Background: an optimization exercise with open tools, aiming at small area. Do not read the settings as production practice.
RTL that was checked went through simulation tests only; none was proved equivalent to the original.
No activity file was given, so power comes from the tool's default toggle rates.

## north
Design ck16_decode, start of the top module:
module ck16_decode (
    input  wire        clk,
    input  wire        rst,
    input  wire        start,
    input  wire [10:0] win_len,
    input  wire        csum_strict,
    input  wire        end_check,
    output reg         busy,
    output reg         done,
    output wire        mem_rd_en,
    output wire [9:0]  mem_rd_addr,
    input  wire [7:0]  mem_rd_data,
    output reg  [3:0]  result,
    output wire        valid,
    output reg  [7:0]  flags,    
    output wire [7:0]  rec_ncells,
    output reg  [15:0] rec_vmin,
    output reg  [15:0] rec_vmax,
    output wire [15:0] rec_vdelta,
    output wire [31:0] rec_tmos,
    output wire [31:0] rec_tp1,
    output wire [31:0] rec_tp2,
    output reg  [15:0] rec_vpack,
    output wire [31:0] rec_ipack,
    output reg  [7:0]  rec_soc,
    output reg  [5:0]  rec_fixvalid,
    output wire [7:0]  rec_nextra,
    output wire [16:0] rec_cellhdr,
    output wire [16:0] fr_len,
    output wire [31:0] fr_csum,
    output wire [15:0] fr_pend,
    output wire [15:0] fr_xoff,
    output wire [15:0] fr_eoff,
    input  wire [4:0]  cell_sel,
    output wire [23:0] cell_word,
    input  wire [3:0]  xe_sel,
    output wire [31:0] xe_hdr,
    output wire [31:0] xe_value
);
Size: about 1,300 flip-flops, about 480 I/O pins.
clock: 10.0 ns
lec_check: 0
cap_margin: 20
core_margin: 2
core_utilization: 65
place_density: 0.75
slew_margin: 20
standard.sh (not shown) runs the stock make flow with config.mk's settings and CLKGATE_MAP_FILE= SYNTH_SCRIPT=/design/flow/synth_recipe.tcl, a recipe that flattens the netlist after the stock synthesis.
==> flow/flow/run.sh <==
#!/bin/bash
# Standard ORFS layout with two changes: the port buffers are the smallest
# buffer (buf_1), and CTS uses the given clock buffers and sink clusters
# without dummy balancing loads. Full tool output goes to flow_make.log
# here; ORFS's per-step logs stay under orfs/logs.
set -euo pipefail
bash standard.sh \
  "BUFFER_PORTS_ARGS=-buffer_cell sky130_fd_sc_hd__buf_1" \
  "CTS_ARGS=-sink_clustering_enable -repair_clock_nets -dont_use_dummy_load -buf_list {sky130_fd_sc_hd__clkbuf_16} -sink_clustering_size 30 -sink_clustering_max_diameter 80" \
  finish > flow_make.log 2>&1
## Diff of input files: south against north
-- flow/design.v --
<<< north, line 188
            l = 1'b0;
            for (j = 0; j < 18; j = j + 1)
                l = (~a[j] & b[j]) | (~a[j] & l) | (b[j] & l);    
            lt18 = l;
        end
>>> south, line 188
            l = 1'b0;
            for (j = 0; j < 18; j = j + 1)
                l = (~a[j] & b[j]) | (~(a[j] ^ b[j]) & l);
            lt18 = l;
        end
## What came out
Looking at cell with the biggest individual delay on the critical path, the nor2b_1 result is from south; the nor4_4 one comes from north. The number of clock buffers in the layout of south exceeds that of north by 1. Delta (south minus north): sequential share of cell area -0.28 points, count of non-filler cells in the finished layout closely matched the old numbers, chip width comparable, global placer's final weighted congestion shows a reduction of 5.3%. Reported for south and north, count of buffers from port buffering turned out identical to the last digit. The higher final core area utilization of south and north is in south. Taking north as the reference, in south combinational group share of total power climbed 0.8 points; design area climbed 240 µm²; final wirelength dropped about 0.6%.
No functional check of the RTL was part of south.

Starting RTL as in the previous note.
clock: 10.0 ns
lec_check: 0
cap_margin: 5
core_margin: 2
core_utilization: 65
place_density: 0.75
slew_margin: 5
Scripts as last shown in full above: flow/flow/run.sh
The first run passed the timing, design-rule and antenna checks.
Then changed:
--- a/flow/design.v
+++ b/flow/design.v
@@ -9,13 +9,13 @@
     output reg         done,
     output wire        mem_rd_en,
     output wire [9:0]  mem_rd_addr,
     input  wire [7:0]  mem_rd_data,
     output reg  [3:0]  result,
     output wire        valid,
-    output reg  [7:0]  flags,    
+    output wire [7:0]  flags,    
     output wire [7:0]  rec_ncells,
     output reg  [15:0] rec_vmin,
     output reg  [15:0] rec_vmax,
     output wire [15:0] rec_vdelta,
     output wire [31:0] rec_tmos,
     output wire [31:0] rec_tp1,
@@ -195,20 +195,21 @@
     reg        pend;           
     reg [4:0]  k;              
     reg [10:0] off;            
     reg        strict_q;
     reg        endchk_q;
     reg [7:0]  tmp;
+    reg [7:2]  flags_q;
+    reg [8:0]  xoff_q;
     reg [15:0] lenf;
     reg [15:0] acc;
     reg [15:0] stcs;
     reg [15:0] cellhdr;
     reg [4:0]  ncell;
     reg [2:0]  fk;
     reg [16:0] tmos_q, tp1_q, tp2_q, ipack_q;
-    reg [8:0]  xoff_q;
     reg [4:0]  nx;
     reg [4:0]  xid;
     reg        hit;
     reg [1:0]  xl;
     reg [4:0]  xlen;
     reg        xprint;
@@ -341,13 +342,14 @@
                 done     <= 1'b0;
                 strict_q <= csum_strict;
                 endchk_q <= end_check;
                 off      <= win_len;
                 k        <= 5'd0;
                 result       <= 4'd0;
-                flags        <= 8'd0;
+                flags_q      <= 6'd0;
+                xoff_q       <= wb[8:0];
                 ncell        <= 5'd0;
                 nx           <= 5'd0;
                 rec_vmin     <= 16'd5000;
                 rec_vmax     <= wb;
                 tmos_q       <= fbus;
                 tp1_q        <= fbus;
@@ -357,13 +359,12 @@
                 rec_soc      <= wb[7:0];
                 rec_fixvalid <= 6'd0;
                 cellhdr      <= wb;
                 lenf         <= wb;
                 stcs         <= wb;
                 acc          <= wb;
-                xoff_q       <= wb[8:0];
                 if (lt18({7'd0, win_len}, 18'd20)) begin
                     result <= R_SHORT;
                     state  <= S_DONE;
                 end else begin
                     state <= S_HDR;
                 end
@@ -411,14 +412,12 @@
                     tmp   <= rd;
                     k     <= kinc;
                     state <= S_ST2;
                 end
                 S_ST2: begin
                     stcs <= wb;
-                    if ({tmp, rd} != acc)
-                        flags[0] <= 1'b1;
                     if ({tmp, rd} != acc && strict_q) begin
                         result <= R_CSUM_FATAL;
                         state  <= S_DONE;
                     end else if (lt18({7'd0, lenf[10:0]}, 18'd19)) begin
                         result <= R_NO_PAYLOAD;
                         state  <= S_DONE;
@@ -445,26 +444,24 @@
                     tmp   <= rd;              
                     k     <= 5'd0;
                     state <= S_CB2;
                 end
                 S_CB2: begin
                     cellhdr <= wb;            
-                    if (rd != 8'h79)
-                        flags[1] <= 1'b1;
                     off   <= 11'd13;
                     state <= S_CLOOP;
                 end
                 S_CLOOP: begin
                     k <= 5'd0;
                     if (cdone) begin
                         state <= S_FIX;
                     end else if (ncell == 5'd24) begin
-                        flags[2] <= 1'b1;
+                        flags_q[2] <= 1'b1;
                         state    <= S_FIX;
                     end else if (!ltE) begin
-                        flags[3] <= 1'b1;
+                        flags_q[3] <= 1'b1;
                         state    <= S_FIX;
                     end else begin
                         state <= S_CRD;
                     end
                 end
                 S_CRD: begin
@@ -539,29 +536,29 @@
                         state <= S_XTAG;
                     else
                         state <= S_XEND;
                 end
                 S_XTAG: begin
                     if (!lk[5]) begin
-                        flags[6] <= 1'b1;
+                        flags_q[6] <= 1'b1;
                         off      <= oadv;
                         state    <= S_XLOOP;
                     end else begin
                         xid   <= lk[4:0];
                         state <= S_XDUP;
                     end
                 end
                 S_XDUP: begin
                     k   <= kinc;
                     if (k[3:0] == 4'd15) begin
                         if (hitnow) begin
-                            flags[7] <= 1'b1;
+                            flags_q[7] <= 1'b1;
                             off      <= oadv;
                             state    <= S_XLOOP;
                         end else if (!ltE) begin
-                            flags[5] <= 1'b1;
+                            flags_q[5] <= 1'b1;
                             state    <= S_XEND;
                         end else if (xtext) begin
                             k      <= 5'd1;
                             xlen   <= 5'd0;
                             xprint <= 1'b1;
                             state  <= S_XTXT;
@@ -606,13 +603,13 @@
                             state <= S_XLRD;
                         end
                     end
                 end
                 S_XEND: begin
                     if (nx[4] && ltE)
-                        flags[4] <= 1'b1;
+                        flags_q[4] <= 1'b1;
                     result <= (ncell != 5'd0) ? R_OK : R_NO_CELLS;
                     state  <= S_DONE;
                 end
                 S_DONE: begin
                     busy  <= 1'b0;
                     done  <= 1'b1;
@@ -623,12 +620,13 @@
         end
     end
     wire reached3 = (result[3:1] != 3'b001);                            
     wire reached5 = (result == R_OK) || (result == R_BAD_END) || (result == R_NO_CELLS);
     wire reached7 = (result == R_OK) || (result == R_NO_CELLS);
     assign valid       = (result == R_OK);
+    assign flags       = {flags_q, reached7 && (cellhdr[7:0] != 8'h79), stcs != acc};
     assign rec_ncells  = {3'd0, ncell};
     assign rec_nextra  = {3'd0, nx};
     wire [17:0] vd_s   = add18({2'd0, rec_vmax}, ~{2'd0, rec_vmin}, 1'b1);
     wire [17:0] pe_s   = add18({8'd0, lenf[9:0]}, ~18'd7, 1'b1);
     assign rec_vdelta  = vmax_z ? 16'd0 : vd_s[15:0];
     assign rec_tmos    = {{15{tmos_q[16]}}, tmos_q};
Result: The new run produced a clean layout; area after synthesis is lower by 0.37%; via count is lower by 2.2%; synthesized cell count is lower by about 1.7%; design area is lower by 0.56%; routed wire length is lower by about 1.8%; worst hold slack degrades by 0.0060 ns.

-- port drivers added, routing unchanged --
The results above use ideal ports. As a check the final layouts listed here were re-extracted and re-timed, cells and wires unchanged. Step 1, drivers: a clkbuf_16 drives clk and a buf_2 each remaining input, both assumed. Step 2 also shifts input and output timing later by t, the mid clock arrival at the registers, as if the neighbouring blocks saw the same clock. Three values: ideal ports, drivers, drivers and shift; two values: the first two.
run	t, ns	setup WS [ns]	worst register clock-pin slew, ns
north	0.685	0.542 / 0.520 / 0.520	0.11 / 0.11
south	0.706	0.351 / 0.321 / 0.321	0.12 / 0.12
the first run of note 2	0.684	0.531 / 0.509 / 0.509	0.12 / 0.12
the second run of note 2	0.697	0.357 / 0.333 / 0.333	0.12 / 0.12
After both steps setup and hold are still met in every run listed. For south, which loses most, drivers alone change the setup slack by -0.030 ns; drivers and shift together by -0.030 ns.
